From an optimization exercise on the open Yosys and OpenROAD flow, aimed at small area, a short achievable clock period and few clock cycles per item; shortcuts taken in it are not production practice. No run shown here included a check of the RTL's function; only the layout flow was run. Power is estimated from default activity; no workload was simulated.

[flow/run.sh]
#!/bin/bash
# synth_recipe.tcl (not shown) runs the flow's synth.tcl, then flattens the netlist and writes it again
# the make line also repeats each setting of config.mk as NAME=value (left out here)
make -C /OpenROAD-flow-scripts/flow DESIGN_CONFIG=/design/flow/config.mk WORK_HOME=/design/flow/orfs CLKGATE_MAP_FILE= SYNTH_SCRIPT=/design/flow/synth_recipe.tcl finish
[flow/config.mk]
export PLATFORM = sky130hd
export DESIGN_NAME = bidc_decoder
export DESIGN_NICKNAME = bidc_decoder
export VERILOG_FILES = /design/flow/design.v
export SDC_FILE = /design/flow/constraint.sdc
export NUM_CORES = 4
export LEC_CHECK = 0
export CAP_MARGIN = 20
export CORE_MARGIN = 2
export CORE_UTILIZATION = 30
export SLEW_MARGIN = 20
[flow/constraint.sdc]
create_clock -name core_clock -period 15.0 [get_ports {clk}]
set_input_delay 3.0000 -clock core_clock [delete_from_list [all_inputs] [get_ports {clk}]]
set_output_delay 3.0000 -clock core_clock [all_outputs]
set_load 0.01 [all_outputs]
[flow/design.v]
module bidc_baudot_valid (
    input  wire [5:0] code,
    output wire       valid
);
    localparam [63:0] VALID = 64'h77FFFEFA33A1340A;
    assign valid = VALID[code];
endmodule
module bidc_baudot_ascii (
    input  wire [5:0] code,
    output wire [7:0] ascii
);
    assign ascii[7] = 1'b0;
    assign ascii[0] = (code[4] && code[3] && code[2]) || (!code[4] && !code[3] && code[1] && code[0]) || (code[5] && code[4] && code[2] && !code[1]) || (code[4] && !code[1] && !code[0]) || (code[5] && code[3] && code[2] && !code[0]) || (!code[5] && !code[4] && !code[3]) || (!code[5] && code[1] && code[0]) || (code[3] && !code[2] && code[1] && code[0]) || (code[5] && code[4] && code[3] && !code[1]);
    assign ascii[1] = (!code[5] && code[4] && code[2] && !code[0]) || (code[4] && !code[2] && code[0]) || (code[4] && !code[3] && code[2] && !code[0]) || (code[5] && code[3] && code[1]) || (!code[5] && code[4] && !code[3]) || (code[2] && code[1] && !code[0]) || (code[5] && !code[4] && !code[2] && code[1]);
    assign ascii[2] = (code[5] && !code[3] && !code[2] && !code[0]) || (code[4] && code[3] && code[2] && !code[1] && !code[0]) || (!code[3] && code[1] && !code[0]) || (code[5] && code[3] && !code[2] && code[0]) || (code[5] && !code[4] && code[1] && code[0]) || (!code[5] && !code[3] && code[2]) || (!code[4] && !code[2] && !code[1]) || (!code[5] && code[3] && !code[2] && !code[0]);
    assign ascii[3] = (!code[4] && !code[3] && code[1]) || (!code[4] && code[3] && !code[2] && !code[1]) || (!code[4] && code[3] && !code[1] && !code[0]) || (code[4] && code[3] && code[1]) || (code[5] && !code[3] && code[2] && code[0]) || (!code[5] && code[1] && code[0]) || (code[4] && !code[3] && !code[2] && !code[1] && code[0]) || (!code[5] && code[4] && code[3] && !code[2] && !code[0]);
    assign ascii[4] = (!code[4] && !code[2] && !code[0]) || (code[3] && code[2] && code[0]) || (code[4] && code[2] && !code[1]) || (code[5] && code[4] && code[2] && code[0]) || (!code[5] && !code[4]) || (code[4] && !code[1] && code[0]) || (!code[5] && !code[3] && !code[2]) || (!code[3] && !code[2] && !code[1] && code[0]);
    assign ascii[5] = (!code[5]) || (!code[4] && !code[3] && !code[1] && !code[0]);
    assign ascii[6] = (code[5] && code[3]) || (code[5] && code[4]) || (code[5] && code[0]) || (code[5] && code[1]);
endmodule
module bidc_baudot_isdig (
    input  wire [5:0] code,
    output wire       isdig
);
    localparam [63:0] ISDIG = 64'h000000003221340A;
    assign isdig = ISDIG[code];
endmodule
module bidc_decode_core (
    input  wire [1:0]   fs,
    input  wire [0:59]  fb,
    output reg  [2:0]   status,
    output reg  [11:0]  einfo,
    output wire [9:0]   cc_o,
    output reg  [3:0]   tag,
    output wire [29:0]  mmsi,
    output wire [55:0]  text,
    output wire [2:0]   text_len,
    output wire [7:0]   sbn_char,
    output wire [44:0]  data,
    output wire [19:0]  serial,
    output wire [23:0]  addr,
    output wire [9:0]   cert,
    output wire [3:0]   btype,
    output wire [5:0]   num,
    output wire [1:0]   aux,
    output wire         has_cert,
    output wire         has_mmsi,
    output wire [1:0]   layout,
    output wire [11:0]  tac,
    output wire [11:0]  nrls
);
    integer k;
    wire       fok  = (fs == 2'd0);
    wire       flag = fb[0];
    wire [9:0] cc   = fb[1:10];
    wire [2:0] uc   = fb[11:13];
    wire [3:0] lc   = fb[11:14];
    wire u_orb  = flag && uc == 3'd0;
    wire u_avu  = flag && uc == 3'd1;
    wire u_mau  = flag && uc == 3'd2;
    wire u_seru = flag && uc == 3'd3;
    wire u_natu = flag && uc == 3'd4;
    wire u_unh  = flag && uc == 3'd5;
    wire u_rcsu = flag && uc == 3'd6;
    wire u_test = flag && uc == 3'd7;
    wire l_mstd = !flag && lc == 4'd2;
    wire l_astd = !flag && lc == 4'd3;
    wire l_sstd = !flag && (lc == 4'd4 || lc == 4'd6 || lc == 4'd7);
    wire l_sst5 = !flag && lc == 4'd5;
    wire l_nloc = !flag && (lc == 4'd8 || lc == 4'd10 || lc == 4'd11);
    wire l_ssec = !flag && lc == 4'd12;
    wire l_rls  = !flag && lc == 4'd13;
    wire l_unh  = !flag && (lc == 4'd0 || lc == 4'd1 || lc == 4'd9 || lc == 4'd14 || lc == 4'd15);
    wire [2:0] s_type = fb[14:16];
    wire       s_hc   = fb[17];
    wire       s_bad  = (s_type == 3'd5 || s_type == 3'd7);
    wire       s_air  = (s_type == 3'd3);
    wire       s_op   = (s_type == 3'd1);
    wire       s_pl   = !s_type[0];
    wire [1:0] r_t  = fb[15:16];
    wire       r_hm = (fb[17:20] == 4'hF);
    wire [9:0] r_v  = fb[17:26];
    wire [5:0] c [0:6];
    genvar g;
    generate
        for (g = 0; g < 7; g = g + 1) begin : cg
            assign c[g] = fb[14 + 6*g +: 6];
        end
    endgenerate
    wire       m3 = u_seru || l_sst5;    
    wire [5:0] a [0:2];
    generate
        for (g = 0; g < 3; g = g + 1) begin : ag
            assign a[g] = u_seru ? fb[18 + 6*g +: 6] :
                          l_sst5 ? {1'b1, fb[15 + 5*g +: 5]} : c[g];
        end
    endgenerate
    wire [3:0] bd [0:2];
    assign bd[0] = fb[38:41];
    assign bd[1] = fb[42:45];
    assign bd[2] = fb[46:49];
    wire [6:0] cv;       
    wire [2:0] av;       
    generate
        for (g = 0; g < 7; g = g + 1) begin : cvg
            if (g >= 3) begin : hi
                bidc_baudot_valid v (.code(c[g]), .valid(cv[g]));
            end else begin : lo
                assign cv[g] = 1'b1;
            end
        end
        for (g = 0; g < 3; g = g + 1) begin : avg
            bidc_baudot_valid v (.code(a[g]), .valid(av[g]));
        end
    endgenerate
    wire am   = u_avu || u_mau;
    wire amr  = am || u_rcsu;
    wire chk3 = amr || (u_seru && s_op) || l_sst5;
    reg        b_err;
    reg [11:0] b_info;
    always @(*) begin
        b_err  = 1'b0;
        b_info = 12'd0;
        if (amr && !cv[6]) begin b_err = 1'b1; b_info = {6'd0, c[6]}; end
        for (k = 2; k >= 0; k = k - 1)
            if (u_rcsu && bd[k] > 4'hA) begin b_err = 1'b1; b_info = {8'h20, bd[k]}; end
        if (am && !cv[5]) begin b_err = 1'b1; b_info = {6'd0, c[5]}; end
        if (am && !cv[4]) begin b_err = 1'b1; b_info = {6'd0, c[4]}; end
        if (amr && !cv[3]) begin b_err = 1'b1; b_info = {6'd0, c[3]}; end
        for (k = 2; k >= 0; k = k - 1)
            if (chk3 && !av[k]) begin b_err = 1'b1; b_info = {6'd0, a[k]}; end
    end
    wire s_err = u_seru && (s_bad || (s_op && b_err));
    wire r_err = l_rls && !r_hm && r_t == 2'd3;
    always @(*) begin
        status = 3'd0;
        einfo  = 12'd0;
        if (!fok) begin
            status = {1'b0, fs};
            einfo  = fb[48:59];
        end else if (u_unh) begin
            status = 3'd3; einfo = 12'h015;
        end else if (l_unh) begin
            status = 3'd3; einfo = {8'd0, lc};
        end else if (u_seru && s_bad) begin
            status = 3'd3; einfo = {9'h020, s_type};
        end else if (r_err) begin
            status = 3'd3; einfo = 12'h203;
        end else if (b_err) begin
            status = 3'd4; einfo = b_info;
        end
    end
    wire ok_orb  = fok && u_orb;
    wire ok_avu  = fok && u_avu  && !b_err;
    wire ok_mau  = fok && u_mau  && !b_err;
    wire ok_seru = fok && u_seru && !s_err;
    wire ok_natu = fok && u_natu;
    wire ok_rcsu = fok && u_rcsu && !b_err;
    wire ok_test = fok && u_test;
    wire ok_mstd = fok && l_mstd;
    wire ok_astd = fok && l_astd;
    wire ok_sstd = fok && l_sstd;
    wire ok_sst5 = fok && l_sst5 && !b_err;
    wire ok_nloc = fok && l_nloc;
    wire ok_ssec = fok && l_ssec;
    wire ok_rls  = fok && l_rls && !r_err;
    wire ok_any  = ok_orb || ok_avu || ok_mau || ok_seru || ok_natu || ok_rcsu || ok_test ||
                   ok_mstd || ok_astd || ok_sstd || ok_sst5 || ok_nloc || ok_ssec || ok_rls;
    always @(*) begin
        tag = 4'd0;
        if (ok_avu)  tag = 4'd1;
        if (ok_mau)  tag = 4'd2;
        if (ok_seru) tag = 4'd3;
        if (ok_natu) tag = 4'd4;
        if (ok_rcsu) tag = 4'd5;
        if (ok_test) tag = 4'd6;
        if (ok_mstd) tag = 4'd7;
        if (ok_astd) tag = 4'd8;
        if (ok_sstd || ok_sst5) tag = 4'd9;
        if (ok_ssec) tag = 4'd10;
        if (ok_nloc) tag = 4'd11;
        if (ok_rls)  tag = 4'd12;
    end
    assign cc_o = ok_any ? cc : 10'd0;
    wire [5:0] dv;
    generate
        for (g = 0; g < 6; g = g + 1) begin : dg
            bidc_baudot_isdig d (.code(c[g]), .isdig(dv[g]));
        end
    endgenerate
    wire alldig = &dv;
    wire        mm_mau = ok_mau && alldig;
    wire        mm_rls = ok_rls && r_hm;
    wire [5:0]  gd [0:5];
    generate
        for (g = 0; g < 6; g = g + 1) begin : gdg
            assign gd[g] = u_mau ? c[g] : 6'd0;
        end
    endgenerate
    wire [19:0] f_sfx = flag ? 20'd0 : lc[0] ? fb[21:40] : fb[15:34];
    wire [29:0] mmsi_v;
    bidc_mmsi_sum u_mmsi (.cc(cc), .g0(gd[0]), .g1(gd[1]), .g2(gd[2]), .g3(gd[3]),
                          .g4(gd[4]), .g5(gd[5]), .f(f_sfx), .y(mmsi_v));
    assign mmsi = (mm_mau || ok_mstd || ok_ssec || mm_rls) ? mmsi_v : 30'd0;
    wire [6:0] ra [0:6];     
    generate
        for (g = 0; g < 7; g = g + 1) begin : rag
            wire [7:0] asc;
            bidc_baudot_ascii rom (.code(g < 3 ? a[g] : c[g]), .ascii(asc));
            assign ra[g] = asc[6:0];
        end
    endgenerate
    function [6:0] bcd_ascii(input [3:0] d);
        bcd_ascii = (d == 4'hA) ? 7'h20 : {3'b011, d};
    endfunction
    wire [6:0] x [0:6];
    assign x[0] = ra[0];
    assign x[1] = ra[1];
    assign x[2] = ra[2];
    assign x[3] = ra[3];
    assign x[4] = am ? ra[4] : bcd_ascii(bd[0]);
    assign x[5] = am ? ra[5] : bcd_ascii(bd[1]);
    assign x[6] = u_avu ? ra[6] : u_mau ? 7'h20 : bcd_ascii(bd[2]);
    wire [6:0] sp;       
    assign sp[0] = (a[0] == 6'h24);
    assign sp[1] = (a[1] == 6'h24);
    assign sp[2] = (a[2] == 6'h24);
    assign sp[3] = (c[3] == 6'h24);
    assign sp[4] = am ? (c[4] == 6'h24) : (bd[0] == 4'hA);
    assign sp[5] = am ? (c[5] == 6'h24) : (bd[1] == 4'hA);
    assign sp[6] = u_avu ? (c[6] == 6'h24) : u_mau ? 1'b1 : (bd[2] == 4'hA);
    wire trim = !m3;
    reg [6:0] lead;      
    reg [6:0] keep;      
    always @(*) begin
        lead[0] = trim && sp[0];
        for (k = 1; k < 7; k = k + 1) lead[k] = lead[k-1] && sp[k];
        keep[6] = trim && !sp[6];
        for (k = 5; k >= 0; k = k - 1) keep[k] = !trim ? (k < 3) : (keep[k+1] || !sp[k]);
    end
    wire [2:0] first;
    assign first[2] = lead[3];
    assign first[1] = (lead[1] && !lead[3]) || lead[5];
    assign first[0] = (lead[0] && !lead[1]) || (lead[2] && !lead[3]) ||
                      (lead[4] && !lead[5]) || lead[6];
    reg [55:0] s0, s1, s2, s3;
    always @(*) begin
        for (k = 0; k < 7; k = k + 1) s0[55 - 8*k -: 8] = {keep[k], x[k]};
        s1 = first[0] ? {s0[47:0], 8'd0}  : s0;
        s2 = first[1] ? {s1[39:0], 16'd0} : s1;
        s3 = first[2] ? {s2[23:0], 32'd0} : s2;
    end
    wire text_on = ok_avu || (ok_mau && !alldig) || ok_rcsu || (ok_seru && s_op) || ok_sst5;
    wire [6:0] mask;     
    wire [55:0] tx;
    generate
        for (g = 0; g < 7; g = g + 1) begin : tg
            assign mask[g] = s3[55 - 8*g];
            assign tx[55 - 8*g -: 8] = (text_on && mask[g]) ? {1'b0, s3[54 - 8*g -: 7]} : 8'd0;
        end
    endgenerate
    assign text = tx;
    wire [2:0] len;
    assign len[2] = mask[3];
    assign len[1] = (mask[1] && !mask[3]) || mask[5];
    assign len[0] = (mask[0] && !mask[1]) || (mask[2] && !mask[3]) ||
                    (mask[4] && !mask[5]) || mask[6];
    assign text_len = text_on ? len : 3'd0;
    assign sbn_char = (ok_mau || ok_rcsu) ? {1'b0, ra[6]} : 8'd0;
    wire raw45 = ok_orb || ok_natu || ok_test;
    assign data = raw45 ? fb[14:58] :
                  (ok_seru && !s_hc) ? (s_pl ? {25'd0, fb[38:57]} : {35'd0, fb[48:57]}) :
                  (ok_seru && s_hc && s_pl) ? {35'd0, fb[38:47]} : 45'd0;
    assign serial = (ok_seru && s_op) ? {8'd0, fb[36:47]} :
                    (ok_seru && s_pl) ? fb[18:37] :
                    ok_sstd           ? {6'd0, fb[25:38]} :
                    ok_sst5           ? {11'd0, fb[30:38]} :
                    ok_nloc           ? {2'd0, fb[15:32]} :
                    (ok_rls && !r_hm) ? {6'd0, fb[27:40]} : 20'd0;
    assign addr = (ok_seru && s_air) ? fb[18:41] :
                  ok_astd            ? fb[15:38] : 24'd0;
    assign cert = (ok_seru && s_hc) ? fb[48:57] :
                  ok_sstd           ? fb[15:24] : 10'd0;
    assign btype = ok_seru                      ? {1'b0, s_type} :
                   (ok_sstd || ok_sst5 || ok_nloc) ? lc :
                   ok_rls                       ? {2'd0, r_t} : 4'd0;
    assign num = ok_avu              ? {4'd0, fb[56:57]} :
                 (ok_seru && s_air)  ? fb[42:47] :
                 ok_mstd             ? {2'd0, fb[35:38]} : 6'd0;
    assign aux      = (ok_avu || ok_mau || ok_seru || ok_rcsu) ? fb[58:59] : 2'd0;
    assign has_cert = ok_seru && s_hc;
    assign has_mmsi = mm_rls;
    assign layout   = !ok_seru ? 2'd0 : s_air ? 2'd1 : s_op ? 2'd2 : 2'd0;
    reg [11:0] rbase;
    always @(*) begin
        case (r_t)
            2'd0:    rbase = 12'd1000;
            2'd1:    rbase = 12'd2000;
            default: rbase = 12'd3000;
        endcase
    end
    wire [11:0] rsum = rbase + {2'd0, r_v};
    wire        rnum = ok_rls && !r_hm;
    assign tac  = (rnum && r_v <  10'd920) ? rsum : 12'd0;
    assign nrls = (rnum && r_v >= 10'd920) ? rsum : 12'd0;
endmodule
module bidc_mmsi_sum (
    input  wire [9:0]  cc,
    input  wire [5:0]  g0, g1, g2, g3, g4, g5,
    input  wire [19:0] f,
    output wire [29:0] y
);
    wire dp1;
    wire dp2;
    wire dp3;
    wire dp4;
    wire dp5;
    wire dp6;
    wire dp7;
    wire dp8;
    wire dp9;
    wire dp10;
    wire dp11;
    wire dp12;
    wire dp13;
    wire dp14;
    wire dp15;
    wire dp16;
    wire dp17;
    wire dp18;
    wire dp19;
    wire dp20;
    wire dp21;
    wire dp22;
    wire dp23;
    wire dp24;
    wire dp25;
    wire dp26;
    wire dp27;
    wire dp28;
    wire dp29;
    wire dp30;
    wire dp31;
    wire dp32;
    wire dp33;
    wire dp34;
    wire dp35;
    wire dp36;
    wire dp37;
    wire dp38;
    wire dp39;
    wire dp40;
    wire dp41;
    wire dp42;
    wire dp43;
    wire dp44;
    wire dp45;
    wire dp46;
    wire dp47;
    wire dp48;
    wire dp49;
    wire dp50;
    wire dp51;
    wire dp52;
    wire dp53;
    wire dp54;
    wire dp55;
    wire dp56;
    wire fm57;
    wire fm58;
    wire fm59;
    wire fm60;
    wire fm61;
    wire fm62;
    wire fm63;
    wire fm64;
    wire fm65;
    wire fm66;
    wire fm67;
    wire fm68;
    wire fm69;
    wire fm70;
    wire fm71;
    wire fm72;
    wire fm73;
    wire fm74;
    wire fm75;
    wire fm76;
    wire s77;
    wire co78;
    wire s79;
    wire co80;
    wire s81;
    wire co82;
    wire s83;
    wire co84;
    wire s85;
    wire co86;
    wire s87;
    wire co88;
    wire s89;
    wire co90;
    wire s91;
    wire co92;
    wire s93;
    wire co94;
    wire s95;
    wire co96;
    wire s97;
    wire co98;
    wire s99;
    wire co100;
    wire s101;
    wire co102;
    wire s103;
    wire co104;
    wire s105;
    wire co106;
    wire s107;
    wire co108;
    wire s109;
    wire co110;
    wire s111;
    wire co112;
    wire s113;
    wire co114;
    wire s115;
    wire co116;
    wire s117;
    wire co118;
    wire s119;
    wire co120;
    wire s121;
    wire co122;
    wire s123;
    wire co124;
    wire s125;
    wire co126;
    wire s127;
    wire co128;
    wire s129;
    wire co130;
    wire s131;
    wire co132;
    wire s133;
    wire co134;
    wire s135;
    wire co136;
    wire s137;
    wire co138;
    wire s139;
    wire co140;
    wire s141;
    wire co142;
    wire s143;
    wire co144;
    wire s145;
    wire co146;
    wire s147;
    wire co148;
    wire s149;
    wire co150;
    wire s151;
    wire co152;
    wire s153;
    wire co154;
    wire s155;
    wire co156;
    wire s157;
    wire co158;
    wire s159;
    wire co160;
    wire s161;
    wire co162;
    wire s163;
    wire co164;
    wire s165;
    wire co166;
    wire s167;
    wire co168;
    wire s169;
    wire co170;
    wire s171;
    wire co172;
    wire s173;
    wire co174;
    wire s175;
    wire co176;
    wire s177;
    wire co178;
    wire s179;
    wire co180;
    wire s181;
    wire co182;
    wire s183;
    wire co184;
    wire s185;
    wire co186;
    wire s187;
    wire co188;
    wire s189;
    wire co190;
    wire s191;
    wire co192;
    wire s193;
    wire co194;
    wire s195;
    wire co196;
    wire s197;
    wire co198;
    wire s199;
    wire co200;
    wire s201;
    wire co202;
    wire s203;
    wire co204;
    wire s205;
    wire co206;
    wire s207;
    wire co208;
    wire s209;
    wire co210;
    wire s211;
    wire co212;
    wire s213;
    wire co214;
    wire s215;
    wire co216;
    wire s217;
    wire co218;
    wire s219;
    wire co220;
    assign dp1 = (g0[4] && g0[3] && g0[2]) || (!g0[3] && !g0[2] && g0[0]) || (g0[4] && !g0[0]);
    assign dp2 = (g0[4] && !g0[0]) || (g0[4] && !g0[3]) || (g0[4] && !g0[2]);
    assign dp3 = (g0[1]) || (g0[4] && g0[2] && g0[0]) || (g0[4] && !g0[3]);
    assign dp4 = (!g0[2] && g0[0]) || (g0[4] && !g0[3]) || (!g0[4] && g0[2] && !g0[0]);
    assign dp5 = (g0[1]) || (g0[4] && g0[2]) || (g0[4] && !g0[3]);
    assign dp6 = (g0[4] && g0[0]) || (g0[2] && !g0[0]);
    assign dp7 = (g0[1]) || (g0[3] && !g0[2]) || (g0[4] && g0[3] && !g0[0]);
    assign dp8 = (g0[1]) || (g0[4] && !g0[2] && !g0[0]) || (!g0[4] && g0[2] && !g0[0]);
    assign dp9 = (!g0[3] && g0[0]) || (g0[2] && !g0[0]);
    assign dp10 = (g0[4] && g0[3] && g0[2]) || (!g0[3] && !g0[2] && g0[0]) || (g0[4] && !g0[0]);
    assign dp11 = (g0[4] && g0[0]) || (!g0[2] && g0[0]);
    assign dp12 = (g0[3] && !g0[2]) || (!g0[2] && !g0[1] && g0[0]) || (g0[4] && g0[2] && !g0[0]);
    assign dp13 = (g0[1]) || (g0[4] && !g0[2] && !g0[0]) || (!g0[4] && g0[2] && !g0[0]) || (!g0[3] && !g0[2] && g0[0]);
    assign dp14 = (g0[2] && !g0[0]) || (!g0[3] && g0[2]) || (g0[1] && g0[0]);
    assign dp15 = (g1[4] && g1[3] && g1[2]) || (!g1[3] && !g1[2] && g1[0]) || (g1[4] && !g1[0]);
    assign dp16 = (g1[4] && !g1[0]) || (g1[4] && !g1[3]) || (g1[4] && !g1[2]);
    assign dp17 = (!g1[3] && !g1[1] && g1[0]) || (g1[3] && g1[1]) || (g1[4] && g1[2] && !g1[0]);
    assign dp18 = (g1[1] && g1[0]) || (!g1[4] && g1[2] && !g1[0]);
    assign dp19 = (g1[4] && g1[3] && g1[2]) || (!g1[3] && !g1[2] && g1[0]) || (g1[4] && !g1[0]);
    assign dp20 = (g1[4] && g1[0]) || (!g1[2] && g1[0]);
    assign dp21 = (g1[1]) || (g1[4] && g1[3] && g1[0]) || (g1[4] && !g1[2]);
    assign dp22 = (g1[1]) || (g1[3] && !g1[2]) || (!g1[3] && g1[2]) || (!g1[4] && g1[3] && !g1[0]);
    assign dp23 = (g1[1]) || (g1[3] && !g1[0]) || (g1[4] && !g1[0]);
    assign dp24 = (g1[4] && g1[2] && g1[0]) || (g1[4] && !g1[3]) || (!g1[4] && g1[2] && !g1[0]);
    assign dp25 = (!g1[2] && g1[0]) || (g1[4] && !g1[3]);
    assign dp26 = (!g1[3] && !g1[1] && g1[0]) || (g1[3] && g1[1]);
    assign dp27 = (g1[2] && !g1[0]) || (g1[1] && g1[0]);
    assign dp28 = (g2[4] && g2[3] && g2[2]) || (!g2[3] && !g2[2] && g2[0]) || (g2[4] && !g2[0]);
    assign dp29 = (g2[4] && !g2[0]) || (g2[4] && !g2[3]) || (g2[4] && !g2[2]);
    assign dp30 = (g2[1]) || (g2[4] && g2[2] && g2[0]) || (g2[4] && !g2[3]);
    assign dp31 = (g2[4] && g2[0]) || (g2[2] && !g2[0]);
    assign dp32 = (g2[4] && g2[3] && g2[0]) || (g2[3] && g2[1]) || (g2[4] && !g2[2]) || (!g2[2] && !g2[1] && g2[0]);
    assign dp33 = (g2[4]) || (g2[1]) || (g2[2] && !g2[0]) || (!g2[2] && g2[0]);
    assign dp34 = (g2[4]) || (g2[1]) || (g2[2] && !g2[0]) || (!g2[2] && g2[0]);
    assign dp35 = (g2[3] && !g2[2]) || (!g2[3] && g2[2]) || (!g2[4] && g2[2] && !g2[0]);
    assign dp36 = (g2[3] && !g2[0]) || (g2[4] && !g2[0]);
    assign dp37 = (g2[2] && !g2[0]) || (!g2[3] && !g2[1] && g2[0]);
    assign dp38 = (g2[1] && g2[0]);
    assign dp39 = (g3[4] && g3[3] && g3[2]) || (!g3[3] && !g3[2] && g3[0]) || (g3[4] && !g3[0]);
    assign dp40 = (g3[4] && !g3[0]) || (g3[4] && !g3[3]) || (g3[4] && !g3[2]);
    assign dp41 = (!g3[3] && !g3[1] && g3[0]) || (g3[3] && g3[1]) || (g3[4] && g3[2] && !g3[0]);
    assign dp42 = (g3[4] && g3[3] && g3[2]) || (g3[2] && !g3[0]) || (g3[4] && !g3[0]) || (!g3[4] && !g3[2] && !g3[1] && g3[0]);
    assign dp43 = (g3[4] && g3[0]) || (!g3[2] && !g3[1] && g3[0]);
    assign dp44 = (!g3[2] && g3[0]) || (g3[1]) || (g3[4] && g3[2] && !g3[0]);
    assign dp45 = (g3[1]) || (g3[4] && !g3[2] && !g3[0]) || (!g3[4] && g3[2] && !g3[0]) || (!g3[3] && !g3[2] && g3[0]);
    assign dp46 = (g3[2] && !g3[0]) || (!g3[3] && g3[2]) || (g3[1] && g3[0]);
    assign dp47 = (g4[4] && g4[3] && g4[2]) || (!g4[3] && !g4[2] && g4[0]) || (g4[4] && !g4[0]);
    assign dp48 = (g4[4] && !g4[0]) || (g4[4] && !g4[3]) || (g4[4] && !g4[2]);
    assign dp49 = (g4[1]) || (g4[4] && g4[2] && g4[0]) || (g4[4] && !g4[3]);
    assign dp50 = (!g4[2] && g4[0]) || (g4[4] && !g4[3]) || (!g4[4] && g4[2] && !g4[0]);
    assign dp51 = (!g4[3] && !g4[1] && g4[0]) || (g4[3] && g4[1]);
    assign dp52 = (g4[2] && !g4[0]) || (g4[1] && g4[0]);
    assign dp53 = (g5[4] && g5[3] && g5[2]) || (!g5[3] && !g5[2] && g5[0]) || (g5[4] && !g5[0]);
    assign dp54 = (g5[4] && !g5[0]) || (g5[4] && !g5[3]) || (g5[4] && !g5[2]);
    assign dp55 = (!g5[3] && !g5[1] && g5[0]) || (g5[3] && g5[1]) || (g5[4] && g5[2] && !g5[0]);
    assign dp56 = (g5[1] && g5[0]) || (!g5[4] && g5[2] && !g5[0]);
    assign fm57 = dp53 | f[0];
    assign fm58 = dp47 | f[1];
    assign fm59 = dp39 | f[2];
    assign fm60 = dp28 | f[3];
    assign fm61 = dp15 | f[4];
    assign fm62 = dp1 | f[5];
    assign fm63 = dp2 | f[6];
    assign fm64 = dp3 | f[7];
    assign fm65 = dp4 | f[8];
    assign fm66 = dp5 | f[9];
    assign fm67 = dp6 | f[10];
    assign fm68 = dp7 | f[11];
    assign fm69 = dp8 | f[12];
    assign fm70 = dp9 | f[13];
    assign fm71 = dp25 | f[14];
    assign fm72 = dp10 | f[15];
    assign fm73 = dp11 | f[16];
    assign fm74 = dp12 | f[17];
    assign fm75 = dp13 | f[18];
    assign fm76 = dp14 | f[19];
    assign s77 = fm62 ^ dp16;
    assign co78 = fm62 & dp16;
    assign s79 = fm63 ^ dp17 ^ dp31;
    assign co80 = (fm63 & dp17) | (fm63 & dp31) | (dp17 & dp31);
    assign s81 = dp43 ^ dp52;
    assign co82 = dp43 & dp52;
    assign s83 = fm64 ^ dp18 ^ dp32;
    assign co84 = (fm64 & dp18) | (fm64 & dp32) | (dp18 & dp32);
    assign s85 = dp44 ^ cc[1];
    assign co86 = dp44 & cc[1];
    assign s87 = fm65 ^ dp19 ^ dp33;
    assign co88 = (fm65 & dp19) | (fm65 & dp33) | (dp19 & dp33);
    assign s89 = dp45 ^ cc[2];
    assign co90 = dp45 & cc[2];
    assign s91 = fm66 ^ dp20 ^ dp34;
    assign co92 = (fm66 & dp20) | (fm66 & dp34) | (dp20 & dp34);
    assign s93 = dp46 ^ cc[0] ^ cc[3];
    assign co94 = (dp46 & cc[0]) | (dp46 & cc[3]) | (cc[0] & cc[3]);
    assign s95 = fm67 ^ dp21 ^ dp35;
    assign co96 = (fm67 & dp21) | (fm67 & dp35) | (dp21 & dp35);
    assign s97 = cc[1] ^ cc[4];
    assign co98 = cc[1] & cc[4];
    assign s99 = fm68 ^ dp22 ^ dp36;
    assign co100 = (fm68 & dp22) | (fm68 & dp36) | (dp22 & dp36);
    assign s101 = cc[2] ^ cc[5];
    assign co102 = cc[2] & cc[5];
    assign s103 = fm69 ^ dp23 ^ dp37;
    assign co104 = (fm69 & dp23) | (fm69 & dp37) | (dp23 & dp37);
    assign s105 = cc[3] ^ cc[6];
    assign co106 = cc[3] & cc[6];
    assign s107 = fm70 ^ dp24 ^ dp38;
    assign co108 = (fm70 & dp24) | (fm70 & dp38) | (dp24 & dp38);
    assign s109 = cc[4] ^ cc[7];
    assign co110 = cc[4] & cc[7];
    assign s111 = fm71 ^ cc[0] ^ cc[5];
    assign co112 = (fm71 & cc[0]) | (fm71 & cc[5]) | (cc[0] & cc[5]);
    assign s113 = fm72 ^ dp26 ^ cc[1];
    assign co114 = (fm72 & dp26) | (fm72 & cc[1]) | (dp26 & cc[1]);
    assign s115 = fm73 ^ dp27 ^ cc[2];
    assign co116 = (fm73 & dp27) | (fm73 & cc[2]) | (dp27 & cc[2]);
    assign s117 = cc[7] ^ !cc[0];
    assign co118 = cc[7] & !cc[0];
    assign s119 = fm74 ^ cc[3] ^ cc[8];
    assign co120 = (fm74 & cc[3]) | (fm74 & cc[8]) | (cc[3] & cc[8]);
    assign s121 = fm75 ^ cc[4];
    assign co122 = fm75 & cc[4];
    assign s123 = fm60 ^ dp40;
    assign co124 = fm60 & dp40;
    assign s125 = fm61 ^ dp29 ^ dp41;
    assign co126 = (fm61 & dp29) | (fm61 & dp41) | (dp29 & dp41);
    assign s127 = dp30 ^ dp42 ^ dp51;
    assign co128 = (dp30 & dp42) | (dp30 & dp51) | (dp42 & dp51);
    assign s129 = cc[0] ^ s79 ^ s81;
    assign co130 = (cc[0] & s79) | (cc[0] & s81) | (s79 & s81);
    assign s131 = s83 ^ s85 ^ co80;
    assign co132 = (s83 & s85) | (s83 & co80) | (s85 & co80);
    assign s133 = s87 ^ s89 ^ co84;
    assign co134 = (s87 & s89) | (s87 & co84) | (s89 & co84);
    assign s135 = s91 ^ s93 ^ co88;
    assign co136 = (s91 & s93) | (s91 & co88) | (s93 & co88);
    assign s137 = s95 ^ s97 ^ co92;
    assign co138 = (s95 & s97) | (s95 & co92) | (s97 & co92);
    assign s139 = s99 ^ s101 ^ co96;
    assign co140 = (s99 & s101) | (s99 & co96) | (s101 & co96);
    assign s141 = s103 ^ s105 ^ co100;
    assign co142 = (s103 & s105) | (s103 & co100) | (s105 & co100);
    assign s143 = s107 ^ s109 ^ co104;
    assign co144 = (s107 & s109) | (s107 & co104) | (s109 & co104);
    assign s145 = cc[8] ^ s111 ^ co108;
    assign co146 = (cc[8] & s111) | (cc[8] & co108) | (s111 & co108);
    assign s147 = cc[6] ^ cc[9] ^ s113;
    assign co148 = (cc[6] & cc[9]) | (cc[6] & s113) | (cc[9] & s113);
    assign s149 = 1'b1 ^ s115 ^ s117;
    assign co150 = (1'b1 & s115) | (1'b1 & s117) | (s115 & s117);
    assign s151 = !cc[1] ^ s119 ^ co116;
    assign co152 = (!cc[1] & s119) | (!cc[1] & co116) | (s119 & co116);
    assign s153 = cc[9] ^ !cc[2] ^ s121;
    assign co154 = (cc[9] & !cc[2]) | (cc[9] & s121) | (!cc[2] & s121);
    assign s155 = fm76 ^ cc[5] ^ !cc[3];
    assign co156 = (fm76 & cc[5]) | (fm76 & !cc[3]) | (cc[5] & !cc[3]);
    assign s157 = cc[0] ^ cc[6];
    assign co158 = cc[0] & cc[6];
    assign s159 = cc[1] ^ cc[7];
    assign co160 = cc[1] & cc[7];
    assign s161 = cc[2] ^ cc[8];
    assign co162 = cc[2] & cc[8];
    assign s163 = cc[3] ^ cc[9];
    assign co164 = cc[3] & cc[9];
    assign s165 = fm59 ^ dp48;
    assign co166 = fm59 & dp48;
    assign s167 = dp49 ^ dp56 ^ s123;
    assign co168 = (dp49 & dp56) | (dp49 & s123) | (dp56 & s123);
    assign s169 = dp50 ^ s125 ^ co124;
    assign co170 = (dp50 & s125) | (dp50 & co124) | (s125 & co124);
    assign s171 = s77 ^ s127 ^ co126;
    assign co172 = (s77 & s127) | (s77 & co126) | (s127 & co126);
    assign s173 = co78 ^ s129 ^ co128;
    assign co174 = (co78 & s129) | (co78 & co128) | (s129 & co128);
    assign s175 = co82 ^ s131 ^ co130;
    assign co176 = (co82 & s131) | (co82 & co130) | (s131 & co130);
    assign s177 = co86 ^ s133 ^ co132;
    assign co178 = (co86 & s133) | (co86 & co132) | (s133 & co132);
    assign s179 = co90 ^ s135 ^ co134;
    assign co180 = (co90 & s135) | (co90 & co134) | (s135 & co134);
    assign s181 = co94 ^ s137 ^ co136;
    assign co182 = (co94 & s137) | (co94 & co136) | (s137 & co136);
    assign s183 = co98 ^ s139 ^ co138;
    assign co184 = (co98 & s139) | (co98 & co138) | (s139 & co138);
    assign s185 = co102 ^ s141 ^ co140;
    assign co186 = (co102 & s141) | (co102 & co140) | (s141 & co140);
    assign s187 = co106 ^ s143 ^ co142;
    assign co188 = (co106 & s143) | (co106 & co142) | (s143 & co142);
    assign s189 = co110 ^ s145 ^ co144;
    assign co190 = (co110 & s145) | (co110 & co144) | (s145 & co144);
    assign s191 = co112 ^ s147 ^ co146;
    assign co192 = (co112 & s147) | (co112 & co146) | (s147 & co146);
    assign s193 = co114 ^ s149 ^ co148;
    assign co194 = (co114 & s149) | (co114 & co148) | (s149 & co148);
    assign s195 = co118 ^ s151 ^ co150;
    assign co196 = (co118 & s151) | (co118 & co150) | (s151 & co150);
    assign s197 = co120 ^ s153 ^ co152;
    assign co198 = (co120 & s153) | (co120 & co152) | (s153 & co152);
    assign s199 = co122 ^ s155 ^ co154;
    assign co200 = (co122 & s155) | (co122 & co154) | (s155 & co154);
    assign s201 = !cc[4] ^ s157 ^ co156;
    assign co202 = (!cc[4] & s157) | (!cc[4] & co156) | (s157 & co156);
    assign s203 = !cc[5] ^ s159 ^ co158;
    assign co204 = (!cc[5] & s159) | (!cc[5] & co158) | (s159 & co158);
    assign s205 = !cc[6] ^ s161 ^ co160;
    assign co206 = (!cc[6] & s161) | (!cc[6] & co160) | (s161 & co160);
    assign s207 = !cc[7] ^ s163 ^ co162;
    assign co208 = (!cc[7] & s163) | (!cc[7] & co162) | (s163 & co162);
    assign s209 = cc[4] ^ !cc[8] ^ co164;
    assign co210 = (cc[4] & !cc[8]) | (cc[4] & co164) | (!cc[8] & co164);
    assign s211 = cc[5] ^ !cc[9];
    assign co212 = cc[5] & !cc[9];
    assign s213 = cc[6] ^ 1'b1;
    assign co214 = cc[6] & 1'b1;
    assign s215 = cc[7] ^ 1'b1;
    assign co216 = cc[7] & 1'b1;
    assign s217 = cc[8] ^ 1'b1;
    assign co218 = cc[8] & 1'b1;
    assign s219 = cc[9] ^ 1'b1;
    assign co220 = cc[9] & 1'b1;
    wire [29:0] ra = {s219, s217, s215, s213, s211, s209, s207, s205, s203, s201, s199, s197, s195, s193, s191, s189, s187, s185, s183, s181, s179, s177, s175, s173, s171, s169, s167, dp55, fm58, fm57};
    wire [29:0] rb = {co218, co216, co214, co212, co210, co208, co206, co204, co202, co200, co198, co196, co194, co192, co190, co188, co186, co184, co182, co180, co178, co176, co174, co172, co170, co168, co166, s165, dp54, 1'b0};
    assign y = ra + rb;
endmodule
module bidc_decoder (
    input  wire         clk,
    input  wire         rst,
    input  wire         in_valid,
    output wire         in_ready,
    input  wire [7:0]   in_len,
    input  wire [119:0] in_hex,
    output reg          out_valid,
    input  wire         out_ready,
    output wire [2:0]   out_status,
    output wire [11:0]  out_einfo,
    output wire [9:0]   out_cc,
    output wire [3:0]   out_tag,
    output wire [29:0]  out_mmsi,
    output wire [55:0]  out_text,
    output wire [2:0]   out_text_len,
    output wire [7:0]   out_sbn_char,
    output wire [44:0]  out_data,
    output wire [19:0]  out_serial,
    output wire [23:0]  out_addr,
    output wire [9:0]   out_cert,
    output wire [3:0]   out_btype,
    output wire [5:0]   out_num,
    output wire [1:0]   out_aux,
    output wire         out_has_cert,
    output wire         out_has_mmsi,
    output wire [1:0]   out_layout,
    output wire [11:0]  out_tac,
    output wire [11:0]  out_nrls
);
    reg  [0:59] fr;
    reg  [14:0] is_hex;
    reg  [7:0]  ch;
    integer k;
    always @(*) begin
        for (k = 0; k < 15; k = k + 1) begin
            ch = in_hex[119 - 8*k -: 8];
            is_hex[k] = (ch[7:4] == 4'h3 && ch[3:0] <= 4'h9) ||
                        ((ch[7:4] == 4'h4 || ch[7:4] == 4'h6) && ch[3:0] >= 4'h1 && ch[3:0] <= 4'h6);
            fr[4*k + 3] = ch[0] ^ ch[6];
            fr[4*k + 2] = ch[1] ^ (ch[6] && ch[0]);
            fr[4*k + 1] = ch[2] ^ (ch[6] && ch[1] && ch[0]);
            fr[4*k]     = ch[3] || ch[6];
        end
    end
    reg        hex_err;
    reg [11:0] hex_info;
    reg        seen;       
    always @(*) begin
        hex_err  = 1'b0;
        hex_info = 12'd0;
        seen   = 1'b0;
        for (k = 0; k < 15; k = k + 1) begin
            if (!is_hex[k] && !seen)
                hex_info = hex_info | {k[3:0], in_hex[119 - 8*k -: 8]};
            seen = seen || !is_hex[k];
        end
        hex_err = seen;
    end
    wire len_err = (in_len != 8'd15);
    reg [1:0]  r_fs;
    reg [0:59] r_fb;
    wire accept = in_valid && in_ready;
    assign in_ready = !out_valid || out_ready;
    always @(posedge clk) begin
        if (rst) begin
            out_valid <= 1'b0;
        end else if (accept) begin
            out_valid <= 1'b1;
        end else if (out_ready) begin
            out_valid <= 1'b0;
        end
    end
    always @(posedge clk) begin
        if (in_ready) begin
            r_fs        <= len_err ? 2'd1 : hex_err ? 2'd2 : 2'd0;
            r_fb[0:47]  <= fr[0:47];
            r_fb[48:59] <= len_err ? {4'd0, in_len} : hex_err ? hex_info : fr[48:59];
        end
    end
    bidc_decode_core u_core (
        .fs(r_fs), .fb(r_fb),
        .status(out_status), .einfo(out_einfo), .cc_o(out_cc), .tag(out_tag),
        .mmsi(out_mmsi), .text(out_text), .text_len(out_text_len), .sbn_char(out_sbn_char),
        .data(out_data), .serial(out_serial), .addr(out_addr), .cert(out_cert),
        .btype(out_btype), .num(out_num), .aux(out_aux), .has_cert(out_has_cert),
        .has_mmsi(out_has_mmsi), .layout(out_layout), .tac(out_tac), .nrls(out_nrls));
endmodule
==> Flow_metrics.wiki, run 1 <==
{| class="wikitable"
! Metric !! Value
|-
| Share of total power in the clock network || 0.137
|-
| Power per cell area || 72.19 nW/um^2
|-
| Met3 routed wirelength || 8755 microns
|-
| Least-Margin Pin Slew || 1107 ps
|-
| Number of warnings issued by yosys || 2
|-
| Launching instance or port of the critical path || r_fb[12]
|-
| Cell leakage power || 8.468 nW
|-
| Area share of the largest cell type after synthesis || 0.1076
|-
| Final Hold Viols || 0
|-
| Most used flip-flop cell after synthesis || edfxtp_1
|-
| Final wirelength || 90510 microns
|-
| Total design power || 1.598 mW
|-
| Layout net count || 3047
|-
| Result of the run || finished clean
|-
| Clock sink total || 63
|-
| Number of antenna violations at the first check in global routing || 0
|-
| Final Max Tran Viols || 0
|-
| Mean instance size in the synthesized netlist || 6.790 sq um
|-
| CP Data Arrival Time || 7190 ps
|-
| Total of max-cap violations || 0
|-
| Initial cell density of the core || 0.3016
|-
| GRT Util Overall || 0.2908
|-
| Post-cts gate resize count || 0
|-
| Fmax || 98.14 MHz
|-
| Clock slew at the register clock pins of the worst setup and hold paths || 60 ps
|-
| Period minus WS final || 10190 ps
|-
| Detailed route wirelength on metal2 || 40370 microns
|-
| Final HPWL DP || 69550 microns
|-
| Total congestion overflow || 0
|-
| Netlist Area Pre-Place || 17300 sq um
|-
| Cell Int Power || 0.7641 mW
|-
| Sw Ratio || 0.5218
|-
| P&R area growth vs syn || 27.93%
|-
| Reported net switching power || 0.8337 mW
|-
| Number of instances in the synthesized netlist || 2548
|-
| Share of post-route cells with drive strength above 1 || 0.06031
|-
| Die extent in x || 244.1 microns
|-
| Origin of the critical flop-to-flop path || out_valid
|-
| Worst max-slew margin expressed relative to the limit || 0.2594
|-
| Power share of the combinational group || 0.714
|-
| Post-route fraction of the period consumed by the critical path || 0.6793
|-
| DR top layer || met4
|-
| Clock network latency to the later pin of the worst-skew pair || 360 ps
|-
| Root cell of the clock tree || clkbuf_16
|-
| Post-route antenna net violation count || 0
|-
| Count of routing violations after the opening detailed-route iteration || 2843
|-
| Diodes inserted || 0
|-
| CTS tree || done
|-
| Core Box Area || 57370 sq um
|-
| Wire length per cell after detailed routing || 25.37 microns
|-
| Leading cell type by number of instances after synthesis || nor2_1
|-
| Setup fix buffers added after clock tree synthesis || 0
|-
| Number of synthesized register bits || 63
|-
| Routed met1 length || 37910 microns
|-
| Number of synthesized flops with an enable pin || 62
|-
| Max clock buf depth || 2
|-
| Post-layout worst setup margin || 4810 ps
|-
| Sequential share of power || 0.149
|-
| Class of the worst hold path || reg2reg
|-
| Std-Cell Rows || 88
|-
| Count of final setup violators || 0
|-
| Clock skew || 12.36 ps
|-
| Maximum number of pins on one net before global-route repair || 48
|-
| Sequential cell area fraction in the yosys report || 0.1088
|-
| Wire length of the first global-routing pass || 134000 microns
|-
| Hold bufs inserted after CTS || 0
|-
| Share of the core filled with cells || 0.3858
|-
| Count of H-tree levels built during CTS || 3
|-
| Via Count || 22050
|-
| Number of distinct library cells after synthesis || 103
|-
| Classification of the worst setup path || reg2out
|-
| Vias in the first global route || 20770
|-
| DRC violations left || 0
|-
| Top-level I/O count || 399
|-
| Buffers added on ports || 390
|-
| Pre-Repair DR Iteration Count || 9
|-
| Cell accounting for the most synthesized area || edfxtp_1
|-
| Startpoint type of the worst setup path || register
|-
| Nature of the critical path endpoint || output port
|-
| GPL Wtd Cong || 0.9821
|-
| Crit Path Max Fanout || 26
|-
| Area of the die || 59600 sq um
|-
| Peak ir drop on the vdd network || 60.55 uV
|-
| DP Worst Slack || 5259 ps
|-
| Unrepaired setup endpoints after global routing || no
|-
| Hold Worst Slack || 894.6 ps
|-
| Vertical die dimension || 244.1 microns
|-
| Worst min-delay path startpoint || out_valid
|-
| Number of buffers inserted during clock tree synthesis || 9
|-
| Post-route setup TNS || 0 ps
|-
| Post-synthesis async set-or-reset flop share || 0
|-
| Worst Path Required || 12000 ps
|-
| Main area contributors after synthesis || edfxtp_1 (11%), a21oi_1 (6.4%), fa_1 (6.0%)
|-
| Post-synth top cells || nor2_1 (258), nand2_1 (256), a21oi_1 (222)
|-
| Via density per instance || 6.183
|}
-- routing by layer --
layer,up-vias,track usage
li1,9889,-
met1,10610,0.3946
met2,1364,0.4611
met3,187,0.04928
met4,0,0.1067
met5,-,0
-- critical path, cell delays in order, from the launching register on --
cell,delay (ps)
edfxtp_1,830
and4bb_2,740
nand2_1,150
o21ai_0,410
fa_1,520
fa_1,540
fa_1,420
ha_1,210
or3_1,330
o22ai_1,360
o311ai_0,220
buf_4,190
a221oi_1,400
o21ai_0,240
a21oi_1,290
nor2_1,80
a31o_2,210
nor3_1,140
clkdlybuf4s50_1,570
-- registers in the layout, indices dropped and copies added (netlist names) --
signal     count
r_fb          60
out_valid      1
r_fs           2
-- cells in the final DEF, fill, tap and decap left out, types with 13 or more instances in the layout --
master / count
clkdlybuf4s50_1: 390
nor2_1: 257
nand2_1: 256
a21oi_1: 222
o21ai_0: 170
inv_1: 125
nand3_1: 103
buf_4: 75
ha_1: 66
edfxtp_1: 62
and2_1: 56
a22o_1: 54
o22ai_1: 53
fa_1: 52
nor3_1: 49
mux2i_1: 44
nand2b_1: 43
a31oi_1: 43
nor2b_1: 37
xnor2_1: 35
a22oi_1: 34
a21o_1: 32
xor2_1: 32
o211ai_1: 31
a211oi_1: 27
or3_1: 27
and3_1: 24
a221oi_1: 21
a222oi_1: 21
a221o_1: 20
or2_2: 17
nor4_1: 16
nand4_1: 16
nand4b_1: 13
o221ai_1: 13
-- cell type report --
type                       count  area [sq um]
tap                          765         957.2
clock inverter                 7         80.08
clock buffer                   9         225.2
sequential                    63          1882
fill                        6050         35230
inverter                     133         499.2
timing repair buffer         466          4474
multi-input combinational   2124         14010
-- final timing paths --
check / cells past startpoint / slack, ps / endpoint
min reg2reg: 3 / 890 / out_valid
max: 18 / 4810 / out_mmsi[28]
min: 3 / 890 / out_valid
max reg2reg: 3 / 13350 / r_fb[13]
-- power by group through the flow --
stage,clock network (mW),registers [mW],logic (mW)
after detailed placement,0,0.240,1.12
after floorplan,0,0.228,0.775
after global placement,0,0.239,1.10
after global routing,0.233,0.239,1.24
final,0.219,0.238,1.14
after CTS,0.224,0.237,1.12
-- per-stage QoR --
stage | area, sq um | cells
finish | 22130 | 3567
global route | 22130 | 3567
CTS | 22120 | 3566
floorplan | 17330 | 2555
detailed placement | 21810 | 3550
global placement | 21810 | 3550
-- logic make-up after synthesis --
| family | Yosys count | share of synthesized area |
|---|---|---|
| compound gates | 895 | 0.3500 |
| fa+ha+maj | 118 | 0.1079 |
| mux | 50 | 0.02958 |
| buf+inv | 368 | 0.08563 |
| other cells | 1 | 0.0002168 |
| simple gates | 986 | 0.2840 |
| xor+xnor | 67 | 0.03392 |
| flops | 63 | 0.1088 |
==> run 2, diff against run 1 <==
--- a/flow/config.mk
+++ b/flow/config.mk
@@ -10,2 +10,3 @@
 export CORE_UTILIZATION = 30
+export SETUP_SLACK_MARGIN = 5
 export SLEW_MARGIN = 20
==> run 2 against run 1 <==
Effect of this change:
- utilization is 0.24 points higher
- flip-flop and latch count is the same
- combinational power barely moved
- die area did not move
- critical endpoint unchanged
- highest routed layer unchanged
==> Flow_metrics.wiki, run 2 <==
{| class="wikitable"
! Metric !! Value
|-
| GPL Wtd Cong || 0.9821 (unchanged)
|-
| Top-level I/O count || 399 (unchanged)
|-
| Wire length per cell after detailed routing || 25.48 microns (was 25.37 microns)
|-
| Post-route antenna net violation count || 0 (unchanged)
|-
| Wire length of the first global-routing pass || 133900 microns (was 134000 microns)
|-
| DRC violations left || 0 (unchanged)
|-
| GRT Util Overall || 0.2907 (was 0.2908)
|-
| Worst min-delay path startpoint || out_valid (unchanged)
|-
| Clock network latency to the later pin of the worst-skew pair || 360 ps (about the same)
|-
| Root cell of the clock tree || clkbuf_16 (unchanged)
|-
| Post-route setup TNS || 0 ps (unchanged)
|-
| Post-route fraction of the period consumed by the critical path || 0.6370 (was 0.6793)
|-
| Startpoint type of the worst setup path || register (unchanged)
|-
| Largest family of logic cells by synthesized area || compound AO/OA/AOI/OAI gates (unchanged)
|-
| Max FFs per register || 60 (unchanged)
|-
| Result of the run || finished clean (unchanged)
|-
| Die extent in x || 244.1 microns (unchanged)
|-
| Area of the die || 59600 sq um (unchanged)
|-
| Total congestion overflow || 0 (unchanged)
|-
| Via Count || 22140 (was 22050)
|-
| P&R area growth vs syn || 28.74% (was 27.93%)
|-
| Count of H-tree levels built during CTS || 3 (unchanged)
|-
| Main area contributors after synthesis || edfxtp_1 (11%), a21oi_1 (6.4%), fa_1 (6.0%) (unchanged)
|-
| Initial cell density of the core || 0.3016 (unchanged)
|-
| Period minus WS final || 9555 ps (was 10190 ps)
|-
| Sequential share of power || 0.145 (was 0.149)
|-
| Count of final setup violators || 0 (unchanged)
|-
| Power share of the combinational group || 0.719 (was 0.714)
|-
| Via density per instance || 6.183 (about the same)
|-
| Largest registers || r_fb x60, r_fs x2, out_valid x1 (unchanged)
|-
| Post-synthesis share of cell area spent on and, or, nand and nor gates || 0.2840 (unchanged)
|-
| Std-Cell Rows || 88 (unchanged)
|-
| Number of distinct library cells after synthesis || 103 (unchanged)
|-
| Origin of the critical flop-to-flop path || out_valid (unchanged)
|-
| Leading cell type in the layout, fill and taps excluded || clkdlybuf4s50_1 (unchanged)
|-
| Compound-Gate Fraction of Synth Area || 0.3500 (unchanged)
|-
| Most used flip-flop cell after synthesis || edfxtp_1 (unchanged)
|-
| Crit Path Max Fanout || 13 (was 26)
|-
| Least-Margin Pin Slew || 1060 ps (was 1107 ps)
|-
| Nature of the critical path endpoint || output port (unchanged)
|-
| Classification of the worst setup path || reg2out (unchanged)
|-
| Share of post-route cells with drive strength above 1 || 0.06539 (was 0.06031)
|-
| Post-synthesis async set-or-reset flop share || 0 (unchanged)
|-
| Share of total power in the clock network || 0.136 (was 0.137)
|-
| Number of instances in the synthesized netlist || 2548 (unchanged)
|-
| DP Worst Slack || 5259 ps (unchanged)
|-
| Maximum number of pins on one net before global-route repair || 48 (unchanged)
|-
| Cell leakage power || 8.546 nW (was 8.468 nW)
|-
| Worst max-slew margin expressed relative to the limit || 0.2908 (was 0.2594)
|-
| Sequential cell area fraction in the yosys report || 0.1088 (unchanged)
|-
| Unrepaired setup endpoints after global routing || no (unchanged)
|-
| Clock skew || 12.69 ps (was 12.36 ps)
|-
| Inst Count DP || 3550 (unchanged)
|-
| Area share of the largest cell type after synthesis || 0.1076 (unchanged)
|-
| Worst hold path cell count || 3 (unchanged)
|-
| Total design power || 1.611 mW (was 1.598 mW)
|-
| Core Box Area || 57370 sq um (unchanged)
|-
| Count of routing violations after the opening detailed-route iteration || 2946 (was 2843)
|-
| Launching instance or port of the critical path || r_fb[22] (was r_fb[12])
|-
| Peak ir drop on the vdd network || 60.69 uV (was 60.55 uV)
|-
| Leading cell type by number of instances after synthesis || nor2_1 (unchanged)
|-
| Final wirelength || 91260 microns (was 90510 microns)
|-
| Capture endpoint of the worst hold path || out_valid (unchanged)
|-
| Number of synthesized register bits || 63 (unchanged)
|-
| Top library cells by usage in the layout, fill and taps aside || clkdlybuf4s50_1 (390), nor2_1 (257), nand2_1 (256), a21oi_1 (221), o21ai_0 (170) (was clkdlybuf4s50_1 (390), nor2_1 (257), nand2_1 (256), a21oi_1 (222), o21ai_0 (170))
|-
| Class of the worst hold path || reg2reg (unchanged)
|-
| Number of antenna violations at the first check in global routing || 0 (unchanged)
|-
| Total of max-cap violations || 0 (unchanged)
|-
| Final HPWL DP || 69550 microns (unchanged)
|-
| Buffers added on ports || 390 (unchanged)
|-
| Netlist Area Pre-Place || 17300 sq um (unchanged)
|-
| Post-synth top cells || nor2_1 (258), nand2_1 (256), a21oi_1 (222) (unchanged)
|-
| Final Max Tran Viols || 0 (unchanged)
|-
| Power per cell area || 72.32 nW/um^2 (was 72.19 nW/um^2)
|-
| Vias in the first global route || 20770 (about the same)
|-
| Cell accounting for the most synthesized area || edfxtp_1 (unchanged)
|-
| Clock sink total || 63 (unchanged)
|-
| Register-to-register path setup slack || 13340 ps (was 13350 ps)
|-
| Post-synthesis share of cell area spent on full adders, half adders and majority gates || 0.1079 (unchanged)
|-
| Number of synthesized flops with an enable pin || 62 (unchanged)
|-
| Clock slew at the register clock pins of the worst setup and hold paths || 60 ps (about the same)
|-
| Reg2Reg Depth || 3 (unchanged)
|-
| Layout net count || 3059 (was 3047)
|-
| Final instance count without filler cells || 3581 (was 3567)
|-
| Critical R2R Capture || r_fb[13] (unchanged)
|-
| Final Hold Viols || 0 (unchanged)
|-
| Worst Path Required || 12000 ps (about the same)
|-
| Max clock buf depth || 2 (unchanged)
|-
| Fillers || 6047 (was 6050)
|-
| Mean instance size in the synthesized netlist || 6.790 sq um (unchanged)
|-
| Cell Int Power || 0.7693 mW (was 0.7641 mW)
|-
| Number of buffers inserted during clock tree synthesis || 9 (unchanged)
|-
| Final Cell Area || 22270 sq um (was 22130 sq um)
|-
| Xor/xnor cell area share of the yosys netlist || 0.03392 (unchanged)
|-
| DP Area || 21810 sq um (unchanged)
|-
| Vertical die dimension || 244.1 microns (unchanged)
|-
| Mux share of post-synthesis cell area || 0.02958 (unchanged)
|-
| Fmax || 104.7 MHz (was 98.14 MHz)
|-
| Pre-Repair DR Iteration Count || 9 (unchanged)
|-
| Register name with the most flops || r_fb (unchanged)
|-
| Reported net switching power || 0.8414 mW (was 0.8337 mW)
|-
| CTS tree || done (unchanged)
|-
| Post-layout worst setup margin || 5445 ps (was 4810 ps)
|-
| Sw Ratio || 0.5224 (was 0.5218)
|-
| Number of warnings issued by yosys || 2 (unchanged)
|-
| CP Data Arrival Time || 6560 ps (was 7190 ps)
|}
## run 2: worst max path at each step
stage	end
3_3_place_gp	out_mmsi[28]
6_report	out_mmsi[28]
5_1_grt	out_mmsi[28]
4_1_cts	out_mmsi[28]
2_1_floorplan	out_mmsi[28]
3_5_place_dp	out_mmsi[28]
## run 2: cell families after synthesis
kind of cell | count (synthesis)
XOR/XNOR | 67
AO/OA/AOI/OAI | 895
AND/OR/NAND/NOR | 986
adder cells (fa/ha/maj) | 118
multiplexers | 50
flip-flops | 63
other | 1
buffers and inverters | 368
## run 2: area by class of cell
type                       instances  area (sq um)  area share
multi-input combinational       2125         14040      0.6304
timing repair buffer             477          4579      0.2056
sequential                        63          1882     0.08449
tap                              765         957.2     0.04298
inverter                         133         503.0     0.02258
clock buffer                       9         225.2     0.01011
clock inverter                     7         80.08    0.003595
antenna                            2         5.005   0.0002247
## run 2: critical path, stage by stage, from the launching register on
cell and delay (ps):
edfxtp_1 680, inv_1 300, nor2_1 280, o21ai_0 130, a21oi_1 170, nor2_1 80
fa_1 520, inv_1 60, fa_1 520, inv_1 50, fa_1 460, ha_1 360
o21ai_0 90, o21ai_0 140, a31oi_1 180, o311ai_0 160, buf_4 190, a221oi_1 400
o21ai_0 260, a21oi_2 230, nor2_1 60, a31o_2 210, nor3_1 140, clkdlybuf4s50_1 570
## run 2: per-stage QoR
| step | hold slack [ps] | utilization |
|---|---|---|
| after floorplan | 1952 | - |
| after global placement | 895.2 | 0.3802 |
| after detailed placement | 898.6 | 0.3803 |
| after CTS | 917.6 | 0.3856 |
| after global routing | 946.9 | 0.3882 |
| final | 900.5 | 0.3883 |
## run 2: layer usage
| metal | wire, microns | vias up | global-route usage |
|---|---|---|---|
| li1 | - | 9919 | - |
| met1 | 38220 | 10670 | 0.3956 |
| met2 | 40330 | 1368 | 0.4595 |
| met3 | 9039 | 186 | 0.04796 |
| met4 | 3668 | 0 | 0.1090 |
| met5 | 0 | - | 0 |
## run 2: repair_timing
action | 4_1_cts | 5_1_grt
resized for setup | 1 | 8
setup endpoints to repair | 2 | 2
hold buffers | 0 | 0
pin swaps | 0 | 2
setup buffers | 0 | 11
cloned | 0 | 1
## run 2: power groups by stage
stage | Clock (mW) | Combinational [mW] | Sequential [mW]
after floorplan | 0 | 0.775 | 0.228
after global placement | 0 | 1.10 | 0.239
after detailed placement | 0 | 1.12 | 0.240
after CTS | 0.224 | 1.12 | 0.237
after global routing | 0.233 | 1.26 | 0.236
final | 0.219 | 1.16 | 0.234
==> run 3, diff against run 2 <==
==> flow/flow/run.sh (new file) <==
#!/bin/bash
# Own layout flow: the standard flow (standard synthesis and ORFS steps) with
#  - port buffers of the plain buf_1 cell instead of the delay cell ORFS picks, and
#  - timing repair aiming at a setup slack of SETUP_SLACK_MARGIN ns.
# Each tool's full output goes to the ORFS logs under orfs/logs; make's own output
# goes to standard.log here.
set -euo pipefail
MARGIN=$(cat flow/margin.txt 2>/dev/null || echo 8)
bash standard.sh \
  "BUFFER_PORTS_ARGS=-buffer_cell sky130_fd_sc_hd__buf_1" \
  "SETUP_SLACK_MARGIN=$MARGIN" \
  finish > standard.log 2>&1
==> flow/flow/margin.txt (new file) <==
8
==> flow/standard.sh (new file) <==
#!/bin/bash
# synth_recipe.tcl (not shown) runs the flow's synth.tcl, then flattens the netlist and writes it again
# the make line also repeats each setting of config.mk as NAME=value (left out here)
make -C /OpenROAD-flow-scripts/flow DESIGN_CONFIG=/design/flow/config.mk WORK_HOME=/design/flow/orfs CLKGATE_MAP_FILE= SYNTH_SCRIPT=/design/flow/synth_recipe.tcl "${@:-finish}"
--- a/flow/config.mk
+++ b/flow/config.mk
@@ -10,3 +10,2 @@
 export CORE_UTILIZATION = 30
-export SETUP_SLACK_MARGIN = 5
 export SLEW_MARGIN = 20
removed: flow/run.sh
==> run 3 against run 2 <==
Effect of this change:
- final cell count rose by 9.0%
- routed wire length rose by 7.7%
- still clean
- critical path depth fell by 1
- via count rose by 11%
==> Flow_metrics.wiki, run 3 <==
{| class="wikitable"
! Metric !! Value
|-
| Result of the run || finished clean (unchanged)
|-
| Layout net count || 3382 (was 3059)
|-
| Startpoint type of the worst setup path || register (unchanged)
|-
| Std-Cell Rows || 88 (unchanged)
|-
| Worst path max stage delay || 540 ps (was 680 ps)
|-
| Maximum number of pins on one net before global-route repair || 60 (was 48)
|-
| Share of the core filled with cells || 0.4491 (was 0.3883)
|-
| Cell leakage power || 10.48 nW (was 8.546 nW)
|-
| Crit Path Max Fanout || 5 (was 13)
|-
| Die extent in x || 244.1 microns (unchanged)
|-
| Buffers added on ports || 390 (unchanged)
|-
| Cell type of the slowest stage on the worst timing path || fa_1 (was edfxtp_1)
|-
| Final Max Tran Viols || 0 (unchanged)
|-
| Via density per instance || 6.287 (was 6.183)
|-
| Clock slew at the register clock pins of the worst setup and hold paths || 60 ps (about the same)
|-
| Power per cell area || 81.05 nW/um^2 (was 72.32 nW/um^2)
|-
| Max FFs per register || 60 (unchanged)
|-
| Fmax || 118.6 MHz (was 104.7 MHz)
|-
| Pre-Repair DR Iteration Count || 8 (was 9)
|-
| Total congestion overflow || 0 (unchanged)
|-
| Number of antenna violations at the first check in global routing || 3 (was 0)
|-
| Unrepaired setup endpoints after global routing || yes (was no)
|-
| Register-to-register path setup slack || 13370 ps (was 13340 ps)
|-
| Met1 usage || 0.3830 (was 0.3956)
|-
| Hold Worst Slack || 657.5 ps (was 900.5 ps)
|-
| Vias in the first global route || 21290 (was 20770)
|-
| Met2 usage in global routing || 0.4578 (was 0.4595)
|-
| Number of buffers inserted during clock tree synthesis || 9 (unchanged)
|-
| Sequential cell area fraction in the yosys report || 0.1088 (unchanged)
|-
| Mean instance size in the synthesized netlist || 6.790 sq um (unchanged)
|-
| Worst Path Required || 12000 ps (about the same)
|-
| Top library cells by usage in the layout, fill and taps aside || buf_4 (292), buf_1 (250), nand2_1 (234), nor2_1 (224), a21oi_1 (170) (was clkdlybuf4s50_1 (390), nor2_1 (257), nand2_1 (256), a21oi_1 (221), o21ai_0 (170))
|-
| Leading cell type in the layout, fill and taps excluded || buf_4 (was clkdlybuf4s50_1)
|-
| Count of routing violations after the opening detailed-route iteration || 3804 (was 2946)
|-
| Most common cell type on the critical path || fa_1 (was o21ai_0)
|-
| Number of synthesized register bits || 63 (unchanged)
|-
| Total design power || 2.088 mW (was 1.611 mW)
|-
| Clock sink total || 63 (unchanged)
|-
| Worst max-slew margin expressed relative to the limit || 0.1448 (was 0.2908)
|-
| Final HPWL DP || 63980 microns (was 69550 microns)
|-
| Post-route setup TNS || 0 ps (unchanged)
|-
| Nature of the critical path endpoint || output port (unchanged)
|-
| Count of H-tree levels built during CTS || 3 (unchanged)
|-
| Cell accounting for the most synthesized area || edfxtp_1 (unchanged)
|-
| Final wirelength || 98250 microns (was 91260 microns)
|-
| Critical path, cell by cell || buf_4, and4bb_2, buf_4, nand2_1, o21ai_1, fa_1, inv_1, fa_1, inv_1, fa_1, ha_4, nor3_1, nor2_1, a31oi_2, o311ai_4, a221oi_2, o21ai_2, a21oi_2, nor2_1, a31o_2, nor3_4, buf_2 (was inv_1, nor2_1, o21ai_0, a21oi_1, nor2_1, fa_1, inv_1, fa_1, inv_1, fa_1, ha_1, o21ai_0, o21ai_0, a31oi_1, o311ai_0, buf_4, a221oi_1, o21ai_0, a21oi_2, nor2_1, a31o_2, nor3_1, clkdlybuf4s50_1)
|-
| DRC violations left || 0 (unchanged)
|-
| Period minus WS final || 8435 ps (was 9555 ps)
|-
| Number of instances in the synthesized netlist || 2548 (unchanged)
|-
| Initial cell density of the core || 0.3016 (unchanged)
|-
| Clock network latency to the later pin of the worst-skew pair || 330 ps (was 360 ps)
|-
| Vertical die dimension || 244.1 microns (unchanged)
|-
| GPL Wtd Cong || 0.9808 (was 0.9821)
|-
| Core Box Area || 57370 sq um (unchanged)
|-
| GRT Util Overall || 0.2934 (was 0.2907)
|-
| Post-synth top cells || nor2_1 (258), nand2_1 (256), a21oi_1 (222) (unchanged)
|-
| Wire length per cell after detailed routing || 25.17 microns (was 25.48 microns)
|-
| Number of distinct library cells after synthesis || 103 (unchanged)
|-
| Post-route fraction of the period consumed by the critical path || 0.5623 (was 0.6370)
|-
| Register name with the most flops || r_fb (unchanged)
|-
| Netlist Area Pre-Place || 17300 sq um (unchanged)
|-
| Classification of the worst setup path || reg2out (unchanged)
|-
| Via Count || 24540 (was 22140)
|-
| Root cell of the clock tree || clkbuf_16 (unchanged)
|-
| Final Cell Area || 25760 sq um (was 22270 sq um)
|-
| Leading cell type by number of instances after synthesis || nor2_1 (unchanged)
|-
| Layer with the highest usage || met2 (unchanged)
|-
| Most used flip-flop cell after synthesis || edfxtp_1 (unchanged)
|-
| P&R area growth vs syn || 48.92% (was 28.74%)
|-
| Total of max-cap violations || 0 (unchanged)
|-
| Post-synthesis async set-or-reset flop share || 0 (unchanged)
|-
| Area share of the largest cell type after synthesis || 0.1076 (unchanged)
|-
| Global Route met3 Usage || 0.05893 (was 0.04796)
|-
| Least-Margin Pin Slew || 1283 ps (was 1060 ps)
|-
| Number of synthesized flops with an enable pin || 62 (unchanged)
|-
| Largest registers || r_fb x60, r_fs x2, out_valid x1 (unchanged)
|-
| Wire length of the first global-routing pass || 135200 microns (was 133900 microns)
|-
| Count of final setup violators || 0 (unchanged)
|-
| Peak ir drop on the vdd network || 56.64 uV (was 60.69 uV)
|-
| DP Area || 19480 sq um (was 21810 sq um)
|-
| Class of the worst hold path || reg2reg (unchanged)
|-
| Final Hold Viols || 0 (unchanged)
|-
| Max clock buf depth || 2 (unchanged)
|-
| CP Data Arrival Time || 5430 ps (was 6560 ps)
|-
| Top-level I/O count || 399 (unchanged)
|-
| Share of post-route cells with drive strength above 1 || 0.3022 (was 0.06539)
|-
| Post-route antenna net violation count || 0 (unchanged)
|-
| CTS tree || done (unchanged)
|-
| Main area contributors after synthesis || edfxtp_1 (11%), a21oi_1 (6.4%), fa_1 (6.0%) (unchanged)
|-
| Clock skew || 5.258 ps (was 12.69 ps)
|-
| Number of warnings issued by yosys || 2 (unchanged)
|-
| Area of the die || 59600 sq um (unchanged)
|}
[run 3: kinds of logic (layout without fill, tap and decap cells)]
kind of cell,Yosys count,in the layout,share of synthesized area
compound gates,895,900,0.3500
xor+xnor,67,67,0.03392
fa+ha+maj,118,118,0.1079
buf+inv,368,937,0.08563
flops,63,63,0.1088
mux,50,50,0.02958
other cells,1,9,0.0002168
simple gates,986,994,0.2840
[run 3: per-layer routing]
layer  up-vias  wire, microns
li1      10630              -
met1     11370          36230
met2      2039          42030
met3       498          12850
met4         2           7122
met5         -             12
[run 3: through the flow]
step | setup WS (ps) | cells
final | 6565 | 3903
after global routing | 6379 | 3902
after CTS | 6635 | 3739
after detailed placement | 6032 | 3542
after global placement | 6114 | 3542
after floorplan | 7078 | 2555
[run 3: layout make-up]
class | instances | area, sq um
inverter | 133 | 530.5
timing repair buffer | 788 | 5622
multi-input combinational | 2137 | 16500
antenna | 1 | 2.502
fill | 5651 | 31600
clock buffer | 9 | 225.2
sequential | 63 | 1882
tap | 765 | 957.2
clock inverter | 7 | 48.80
[run 3: repair_timing]
action,in CTS,in global routing
hold endpoints to repair,0,0
resized for setup,283,505
setup buffers,161,154
hold buffers,0,0
gates cloned,20,9
setup endpoints to repair,162,162
pin swaps,71,155
[run 3: final timing paths]
check / from / end / cells after the start
worst max register to register: out_valid / r_fb[6] / 2
worst max-delay path: r_fb[11] / out_mmsi[28] / 22
worst min-delay path: out_valid / out_valid / 2
worst min register to register: out_valid / out_valid / 2
[run 3: where the power goes]
part           total (mW)  leakage [nW]  internal [mW]  switching, mW
Sequential          0.231         0.642          0.212         0.0183
Clock               0.193         0.124          0.112         0.0812
Combinational        1.66          9.72          0.702          0.962
Total                2.09          10.5           1.03           1.06
[run 3: critical path: cells and delay by family, from the launching register on]
family          cells  cell delay, ps
compound gates      7            1400
fa+ha+maj           4            1810
buf+inv             5             600
flops               1             450
simple gates        6             830

==> afterwards: timing with drivers on the ports <==
How much do the figures lean on ideal ports? The routed layouts below were timed once more, with nothing changed but the port constraints.
Step 1 sets driving cells, clkbuf_16 on the clock port and buf_2 on the other inputs (assumed; they add their load-dependent delay and slew).
Step 2 also shifts input and output timing later by t, the mid clock arrival at the registers, as if the neighbouring blocks saw the same clock.
Three values: ideal, step 1, step 2; two values: the first two.
run	shift t [ns]	slack for setup (ns)	worst hold slack (ns)	worst data-port slew with drivers (ns)
run 1	0.396	4.810 / 4.760 / 5.156	0.895 / 0.895 / 0.895	0.06
run 2	0.396	5.445 / 5.395 / 5.790	0.901 / 0.901 / 0.901	0.07
run 3	0.378	6.565 / 6.515 / 6.893	0.658 / 0.658 / 0.658	0.07
After both steps every run listed still meets setup and hold.
